Source: an optimization exercise on an open RTL-to-GDS flow (aim: small area, a short achievable clock period and few clock cycles per item). Production flows keep margins and buffers that such runs may drop.
Function not checked in this run: the RTL went through the layout flow alone.
Power is estimated from default activity; no workload was simulated.

`flow/run.sh`:
```
#!/bin/bash
# synth_recipe.tcl (not shown) runs the flow's synth.tcl, then flattens the netlist and writes it again
# the make line also repeats each setting of config.mk as NAME=value (left out here)
make -C /OpenROAD-flow-scripts/flow DESIGN_CONFIG=/design/flow/config.mk WORK_HOME=/design/flow/orfs CLKGATE_MAP_FILE= SYNTH_SCRIPT=/design/flow/synth_recipe.tcl finish
```
`flow/constraint.sdc`:
```
create_clock -name core_clock -period 33.0 [get_ports {clk}]
set_input_delay 6.6000 -clock core_clock [delete_from_list [all_inputs] [get_ports {clk}]]
set_output_delay 6.6000 -clock core_clock [all_outputs]
set_load 0.01 [all_outputs]
```
`flow/config.mk`:
```
export PLATFORM = sky130hd
export DESIGN_NAME = alpha_compositor
export DESIGN_NICKNAME = alpha_compositor
export VERILOG_FILES = /design/flow/design.v
export SDC_FILE = /design/flow/constraint.sdc
export NUM_CORES = 4
export LEC_CHECK = 0
export CAP_MARGIN = 20
export CORE_MARGIN = 2
export CORE_UTILIZATION = 40
export SLEW_MARGIN = 20
```
`flow/design.v`:
```
module alpha_compositor (
    input  wire         clk,
    input  wire         rst,         
    input  wire         cmd_valid,
    output wire         cmd_ready,
    input  wire [127:0] cmd,
    output reg          rsp_valid,
    input  wire         rsp_ready,
    output wire [47:0]  rsp
);
    function [5:0] isqrt6;
        input [11:0] n;
        reg   [8:0]  rem;
        reg   [8:0]  trial;
        reg   [5:0]  root;
        integer      i;
        begin
            rem  = 9'd0;
            root = 6'd0;
            for (i = 5; i >= 0; i = i - 1) begin
                rem   = {rem[6:0], n[2*i+1], n[2*i]};
                trial = {1'b0, root, 2'b01};
                if (rem >= trial) begin
                    rem  = rem - trial;
                    root = {root[4:0], 1'b1};
                end else begin
                    root = {root[4:0], 1'b0};
                end
            end
            isqrt6 = root;
        end
    endfunction
    function [9:0] sq4;
        input [5:0] p;
        reg   [11:0] t;
        begin
            t   = p * p;
            sq4 = t[11:2];
        end
    endfunction
    function [9:0] sq5;
        input [4:0] x;
        sq5 = x * x;
    endfunction
    function [15:0] wsum;
        input [9:0] F;
        input [9:0] B;
        input [5:0] a;
        begin
            wsum = {6'd0, a[0] ? F : B}
                 + {5'd0, a[1] ? F : B, 1'd0}
                 + {4'd0, a[2] ? F : B, 2'd0}
                 + {3'd0, a[3] ? F : B, 3'd0}
                 + {2'd0, a[4] ? F : B, 4'd0}
                 + {1'd0, a[5] ? F : B, 5'd0};
        end
    endfunction
    function [7:0] sine_q;
        input [6:0] idx;
        begin
            case (idx)
                7'd0:  sine_q = 8'd0;    7'd1:  sine_q = 8'd6;
                7'd2:  sine_q = 8'd11;   7'd3:  sine_q = 8'd17;
                7'd4:  sine_q = 8'd22;   7'd5:  sine_q = 8'd28;
                7'd6:  sine_q = 8'd33;   7'd7:  sine_q = 8'd39;
                7'd8:  sine_q = 8'd44;   7'd9:  sine_q = 8'd50;
                7'd10: sine_q = 8'd55;   7'd11: sine_q = 8'd61;
                7'd12: sine_q = 8'd66;   7'd13: sine_q = 8'd72;
                7'd14: sine_q = 8'd77;   7'd15: sine_q = 8'd82;
                7'd16: sine_q = 8'd88;   7'd17: sine_q = 8'd93;
                7'd18: sine_q = 8'd98;   7'd19: sine_q = 8'd103;
                7'd20: sine_q = 8'd108;  7'd21: sine_q = 8'd113;
                7'd22: sine_q = 8'd118;  7'd23: sine_q = 8'd123;
                7'd24: sine_q = 8'd128;  7'd25: sine_q = 8'd133;
                7'd26: sine_q = 8'd138;  7'd27: sine_q = 8'd142;
                7'd28: sine_q = 8'd147;  7'd29: sine_q = 8'd151;
                7'd30: sine_q = 8'd156;  7'd31: sine_q = 8'd160;
                7'd32: sine_q = 8'd165;  7'd33: sine_q = 8'd169;
                7'd34: sine_q = 8'd173;  7'd35: sine_q = 8'd177;
                7'd36: sine_q = 8'd181;  7'd37: sine_q = 8'd185;
                7'd38: sine_q = 8'd189;  7'd39: sine_q = 8'd192;
                7'd40: sine_q = 8'd196;  7'd41: sine_q = 8'd200;
                7'd42: sine_q = 8'd203;  7'd43: sine_q = 8'd206;
                7'd44: sine_q = 8'd210;  7'd45: sine_q = 8'd213;
                7'd46: sine_q = 8'd216;  7'd47: sine_q = 8'd219;
                7'd48: sine_q = 8'd222;  7'd49: sine_q = 8'd224;
                7'd50: sine_q = 8'd227;  7'd51: sine_q = 8'd230;
                7'd52: sine_q = 8'd232;  7'd53: sine_q = 8'd234;
                7'd54: sine_q = 8'd237;  7'd55: sine_q = 8'd239;
                7'd56: sine_q = 8'd241;  7'd57: sine_q = 8'd242;
                7'd58: sine_q = 8'd244;  7'd59: sine_q = 8'd246;
                7'd60: sine_q = 8'd247;  7'd61: sine_q = 8'd249;
                7'd62: sine_q = 8'd250;  7'd63: sine_q = 8'd251;
                7'd64: sine_q = 8'd252;  7'd65: sine_q = 8'd253;
                7'd66: sine_q = 8'd254;  7'd67: sine_q = 8'd254;
                default: sine_q = 8'd255;
            endcase
        end
    endfunction
    reg        ready_q;
    assign cmd_ready = ready_q;
    wire       accept = cmd_valid && ready_q;
    reg        v1;
    reg [7:0]  op1;
    reg [15:0] a0, a1, a2;      
    reg        xbad1;           
    always @(posedge clk) begin
        op1   <= cmd[127:120];
        a0    <= cmd[95:80];
        a1    <= cmd[79:64];
        a2    <= cmd[63:48];
        xbad1 <= (cmd[119:96] != 24'd0) || (cmd[47:0] != 48'd0);
        v1    <= accept && !rst;
    end
    wire is_nop  = op1 == 8'h00;
    wire is_sqrt = op1 == 8'h01;
    wire is_mch  = op1 == 8'h02;
    wire is_mpx  = op1 == 8'h03;
    wire is_bch  = op1 == 8'h04;
    wire is_bpx  = op1 == 8'h05;
    wire is_uv   = op1 == 8'h08;
    wire is_set  = (op1 == 8'h10) || (op1 == 8'h11);
    wire legal   = is_nop | is_sqrt | is_mch | is_mpx | is_bch | is_bpx | is_uv | is_set;
    wire use1 = !is_nop;                        
    wire use2 = is_mch | is_mpx | is_bch | is_bpx;    
    wire use3 = is_bch | is_bpx;                
    wire rsv_bad = xbad1 || (!use1 && a0 != 16'd0) || (!use2 && a1 != 16'd0)
                || (!use3 && a2 != 16'd0);
    wire rng_bad = (is_sqrt && a0[15:12] != 4'd0)
                || ((is_mch || is_bch) && (a0[15:6] != 10'd0 || a1[15:6] != 10'd0))
                || (is_bch && a2[15:6] != 10'd0);
    wire [1:0] cause = !legal ? 2'd1 : rsv_bad ? 2'd2 : rng_bad ? 2'd3 : 2'd0;
    wire [15:0] bgpx  = is_bpx ? a1 : 16'd0;
    wire [15:0] alpha = use3 ? a2 : a1;
    wire [5:0]  al    = alpha[5:0];
    wire        chan  = is_mch | is_bch;
    wire [5:0]  g_f   = chan ? a0[5:0] : a0[10:5];
    wire [5:0]  g_b   = is_bch ? a1[5:0] : bgpx[10:5];
    wire [15:0] sR = wsum(sq5(a0[15:11]), sq5(bgpx[15:11]), al);
    wire [15:0] sG = wsum(sq4(g_f), sq4(g_b), al);
    wire [15:0] sB = wsum(sq5(a0[4:0]), sq5(bgpx[4:0]), al);
    wire al_hi   = alpha[15:6] != 10'd0 || al == 6'd63;
    wire al_zero = alpha == 16'd0;
    wire pass    = al_hi | al_zero;
    wire [15:0] pval = al_zero ? a1 : a0;
    wire [16:0] x17  = {1'b0, a0} + 17'd16;
    wire [11:0] y12  = x17[16:5];
    wire [6:0]  ysum = {1'b0, y12[11:6]} + {1'b0, y12[5:0]};
    wire [3:0]  h9   = ysum % 7'd9;
    wire [8:0]  th   = {h9, x17[4:0]};
    wire [1:0]  q    = (th >= 9'd216) ? 2'd3 : (th >= 9'd144) ? 2'd2 : (th >= 9'd72) ? 2'd1 : 2'd0;
    wire [8:0]  r9   = th - {q, 3'd0} * 9'd9;
    reg        v2;
    reg [1:0]  cause2;
    reg [7:0]  op2;
    reg        px2, uv2, mch2, gch2;    
    reg [11:0] sR2, sB2;
    reg [15:0] sG2;
    reg        pass2;
    reg [15:0] pval2;
    always @(posedge clk) begin
        v2     <= v1 && !rst;
        cause2 <= cause;
        op2    <= op1;
        px2    <= is_mpx | is_bpx;
        uv2    <= is_uv;
        mch2   <= is_mch;
        gch2   <= is_sqrt | is_bch;
        sR2    <= sR[15:4];
        sB2    <= sB[15:4];
        sG2    <= is_sqrt ? {a0[11:0], 4'd0} : sG;
        pass2  <= pass;
        pval2  <= is_uv ? {7'd0, q, r9[6:0]} : pval;
    end
    wire [5:0] rR = isqrt6(sR2);
    wire [5:0] rG = isqrt6(sG2[15:4]);
    wire [5:0] rB = isqrt6(sB2);
    wire [15:0] pix = pass2 ? pval2 : {rR[5:1], rG, rB[5:1]};
    wire [1:0] uq = pval2[8:7];
    wire [6:0] ur = pval2[6:0];
    wire [7:0] mU = sine_q(ur);
    wire [7:0] mV = sine_q(7'd72 - ur);
    wire [7:0] mag_s = uq[0] ? mV : mU;
    wire [7:0] mag_c = uq[0] ? mU : mV;
    wire [8:0] dx = uq[1] ? {1'b0, mag_s} : 9'd0 - {1'b0, mag_s};
    wire [8:0] dy = (uq == 2'd1 || uq == 2'd2) ? 9'd0 - {1'b0, mag_c} : {1'b0, mag_c};
    reg [1:0]  kind_c;
    reg [17:0] pay_c;
    always @(*) begin
        if (cause2 != 2'd0) begin
            kind_c = 2'd3;
            pay_c  = {8'd0, op2, cause2};
        end else if (uv2) begin
            kind_c = 2'd2;
            pay_c  = {dy, dx};
        end else if (px2) begin
            kind_c = 2'd1;
            pay_c  = {2'd0, pix};
        end else if (mch2) begin
            kind_c = 2'd1;
            pay_c  = {2'd0, sG2};
        end else if (gch2) begin
            kind_c = 2'd1;
            pay_c  = {12'd0, rG};
        end else begin
            kind_c = 2'd0;
            pay_c  = 18'd0;
        end
    end
    reg [19:0] qm [0:2];
    reg [1:0]  wp, rp, cnt;
    wire [19:0] qhead = qm[rp];
    wire        take  = !rsp_valid || rsp_ready;
    wire        have  = (cnt != 2'd0) || v2;
    wire [19:0] nxt   = (cnt != 2'd0) ? qhead : {kind_c, pay_c};
    wire        pop   = take && (cnt != 2'd0);
    wire        push  = v2 && !(take && cnt == 2'd0);
    reg        fault;
    reg [7:0]  s_op;
    reg [1:0]  s_cause;
    reg [15:0] res0, res1;
    assign rsp = {s_op, 2'b00, s_cause, 3'b000, fault, res1, res0};
    wire [1:0] cnt_n = cnt + {1'b0, push} - {1'b0, pop};
    always @(posedge clk) begin
        if (push)
            qm[wp] <= {kind_c, pay_c};
    end
    always @(posedge clk) begin
        if (rst) begin
            wp        <= 2'd0;
            rp        <= 2'd0;
            cnt       <= 2'd0;
            ready_q   <= 1'b1;
            rsp_valid <= 1'b0;
            fault     <= 1'b0;
            s_op      <= 8'd0;
            s_cause   <= 2'd0;
            res0      <= 16'd0;
            res1      <= 16'd0;
        end else begin
            if (push) wp <= (wp == 2'd2) ? 2'd0 : wp + 2'd1;
            if (pop)  rp <= (rp == 2'd2) ? 2'd0 : rp + 2'd1;
            cnt     <= cnt_n;
            ready_q <= ({1'b0, cnt_n} + {2'd0, v1} + {2'd0, accept}) <= 3'd2;
            if (take) begin
                rsp_valid <= have;
                if (have && !fault) begin
                    case (nxt[19:18])
                        2'd1: res0 <= nxt[15:0];
                        2'd2: begin
                            res0 <= {{7{nxt[8]}}, nxt[8:0]};
                            res1 <= {{7{nxt[17]}}, nxt[17:9]};
                        end
                        2'd3: begin
                            fault   <= 1'b1;
                            s_op    <= nxt[9:2];
                            s_cause <= nxt[1:0];
                        end
                        default: ;
                    endcase
                end
            end
        end
    end
endmodule
```
==> results.py <==
metrics = {
    "status": {
        "status": "finished clean",
    },
    "worst_hold_path": {
        "hold_depth": 0,
        "hold_class": "flip-flop to flip-flop",
    },
    "timing": {
        "hold_viol_final": 0,
        "fmax_mhz": 104,
        "finalSetupTns_ns": 0,
        "setup_violations": 0,
        "period_share_pct": 29.2,
        "clock_skew_ns": 0.0208,
        "fin_crit_ns": 9.63,
        "finalWorstSetupSlack_ns": 23.37,
        "final_max_slew_viol_count": 0,
        "rsz0062_at_grt": "no",
        "max-slew-margin-rel_pct": 28.5,
        "whs_ns": 0.346,
        "worstMarginPinSlew_ns": 1.07,
    },
    "detailed_routing": {
        "avgViaCountPerCell": 5.65,
        "first_pass_iters": 6,
        "drc_errors": 0,
        "routed_wl_um": 67500,
        "avgRoutedWirePerCell_um": 18.7,
        "antenna_left": 0,
        "drt_iter0_markers": 1323,
        "vias": 20300,
    },
    "clocking": {
        "htreeDepth": 1,
        "clock_tree.root_cell": "clkbuf_16",
        "clkLatencyLatePin_ns": 0.59,
        "cts_resized": 0,
        "tritoncts": "done",
        "cts_sinks": 240,
        "cts_setup_buffers": 0,
        "numCtsBuffers": 28,
        "clk_pin_slew_ns": 0.06,
        "cts_max_path_buffers": 3,
        "hold_buffers": 0,
    },
    "floorplan": {
        "num_rows": 88,
        "io_pins": 182,
        "die-area_um2": 60500,
        "chipWidth_um": 246,
        "core_um2": 57800,
        "initial_core_util_pct": 40.5,
        "die_height_um": 246,
    },
    "pwr": {
        "p_leak_nw": 11.4,
        "peakVddDrop_v": 0.0000944,
        "finalPower_mw": 2.76,
        "p_per_area_nw_per_um2": 104,
    },
    "logic_synthesis": {
        "synthDominantCellAreaShare_pct": 15.4,
        "syn_inst": 2735,
        "synth_ff_type": "dfxtp_1",
        "ys_ff_latch": 240,
        "synth_top_cell_by_area": "dfxtp_1",
        "ys_seq_area_share_pct": 23.1,
        "netlist_top_cells_area": "dfxtp_1 15%, ha_1 12%, fa_1 10%",
        "ys_types": 115,
        "async_flop_share_pct": 0,
        "syn_area_um2": 23400,
        "ys.warnings.count": 1,
        "synth_edf_count": 60,
        "synth.most_common_cell": "nor2_1",
        "postSynthAreaPerCell_um2": 8.56,
        "synthTopCellsByCount": "253 x nor2_1, 236 x nand2_1, 219 x ha_1",
    },
    "grt": {
        "grt_overflow": 0,
        "gr-usage-all-layers_pct": 21.8,
        "grt_antenna_before_repair": 0,
        "grt_pass1_wl_um": 107000,
        "grt_max_degree": 45,
        "grt_pass1_vias": 19600,
    },
    "critical_path": {
        "rr_worst_depth": 34,
        "critPathKind": "flip-flop to flip-flop",
        "cpPeakStageDelay_ns": 0.65,
        "critical_path.max_fanout": 21,
        "cp-end-kind": "flip-flop",
        "critPathLaunchType": "flip-flop",
        "crit_arrival_ns": 10.05,
        "cp_data_required_time_ns": 33.42,
        "slowest_stage": "mux2i_1",
    },
    "final_layout": {
        "stdcell_count": 3601,
        "final_core_util_pct": 46.1,
        "fin_area_um2": 26600,
        "drive_gt1_share_pct": 6.66,
        "diodes": 0,
        "fin_nets": 3286,
        "area_growth_pct": 13.7,
        "nFillCells": 5559,
    },
    "run": {
        "drv_cap": 0,
    },
    "place": {
        "place_area_um2": 25700,
        "pre_cts_slack_ns": 23.48,
        "placed_cells": 3549,
        "gp_congestion": 0.901,
        "portBuffers": 176,
        "dp_hpwl_um": 52600,
    },
}
## path summary, 6_finish.rpt
check | from | to | slack, ns
max reg2reg | op1[7] | sG2[15] | 23.37
min | op1[6] | op2[6] | 0.35
max | op1[7] | sG2[15] | 23.37
min reg2reg | op1[6] | op2[6] | 0.35
## cells in the final DEF (no fill, tap or decap), types with 14 or more instances in the layout
cell             Yosys  routed
fa_1               121     121
and2_1              26      26
o211ai_1            26      26
a21oi_1            194     194
ha_1               219     219
nand2b_1            29      29
a21o_1              32      32
o21bai_1            30      30
and3_1              24      24
nand3_1             51      51
xor2_1              43      43
nor2_1             253     252
o21a_1              15      15
buf_4               15      27
a221oi_1            14      14
nand2_1            236     236
a31oi_1             19      19
or2_2               19      19
nor3_1              41      40
nor4_1              37      36
mux2i_1            131     124
xnor2_1             79      79
edfxtp_1            60      60
a211oi_1            37      37
o21ai_0            175     175
inv_1              177     177
clkbuf_16            0      28
mux2_2              31      31
clkdlybuf4s50_1      0     176
dfxtp_1            180     180
nor2b_1             23      23
## where the power goes
part           switching (mW)  total (mW)  internal [mW]
sequential             0.0568       0.415          0.358
clock                   0.135       0.299          0.164
combinational            1.17        2.04          0.875
## metal layers
metal	up-vias	global-route usage, %	wire (um)
met2	525	37.3	32300
met4	0	6.92	2170
met5	-	0	0
li1	9910	-	-
met1	9791	28.8	30300
met3	104	2.07	2690
## state kept, by name (all words and copies together) (netlist names), 9 cells and up, named ones only
register,flops
qm,60
sR2,10
res1,9
a0,16
sG2,16
pval2,16
res0,16
a1,16
a2,16
sB2,10
## worst max-delay path, delay by kind of cell (launching register included)
kind | cells | cell delay, ns
simple gates | 10 | 2.18
flops | 1 | 0.31
xor+xnor | 2 | 0.55
fa+ha+maj | 8 | 3.47
compound gates | 11 | 1.89
buf+inv | 1 | 0.21
mux | 2 | 0.85
## layout make-up
cell class,count,area [um^2],share of cell area (%)
multi-input cells,2162,16700,62.9
flip-flops and latches,240,5410,20.3
repair buffers,203,1960,7.38
well taps,765,957,3.59
clock buffers,35,747,2.80
inverters,179,672,2.52
clock inverters,17,145,0.545
## cell families (layout without fill, tap and decap cells)
kind of cell	count (synthesis)	count (layout)	share of synthesized area, %
AOI/OAI and AO/OA	714	714	20.3
and+or+nand+nor	813	813	16.6
other	1	5	0.0160
xor gates and xnor gates	124	124	4.70
buffers and inverters	337	434	5.91
muxes	165	165	7.33
DFF	240	240	23.1
adders and majority gates	341	341	22.1

afterwards: timing with drivers on the ports:
The results above use ideal ports. As a check the final layout listed here was re-extracted and re-timed, cells and wires unchanged. Step 1 assumes that a clkbuf_16 drives the clock port and a buf_2 every other input. Step 2 adds t to the input delays and takes it off the output delays; t is the mean of the earliest and latest rising clock arrival at the registers after step 1. Input paths then give back, and output paths get back, about the clock's delay inside the block. Three values: ideal ports, drivers, drivers and shift; two values: the first two.
shift t [ns]: 0.630
setup slack, ns: 23.369 / 23.369 / 23.369
slew at the worst register clock pin (ns): 0.08 / 0.08
After both steps this run still meets setup and hold. For this run, drivers alone change the setup slack by 0.000 ns; drivers and shift together by 0.000 ns.
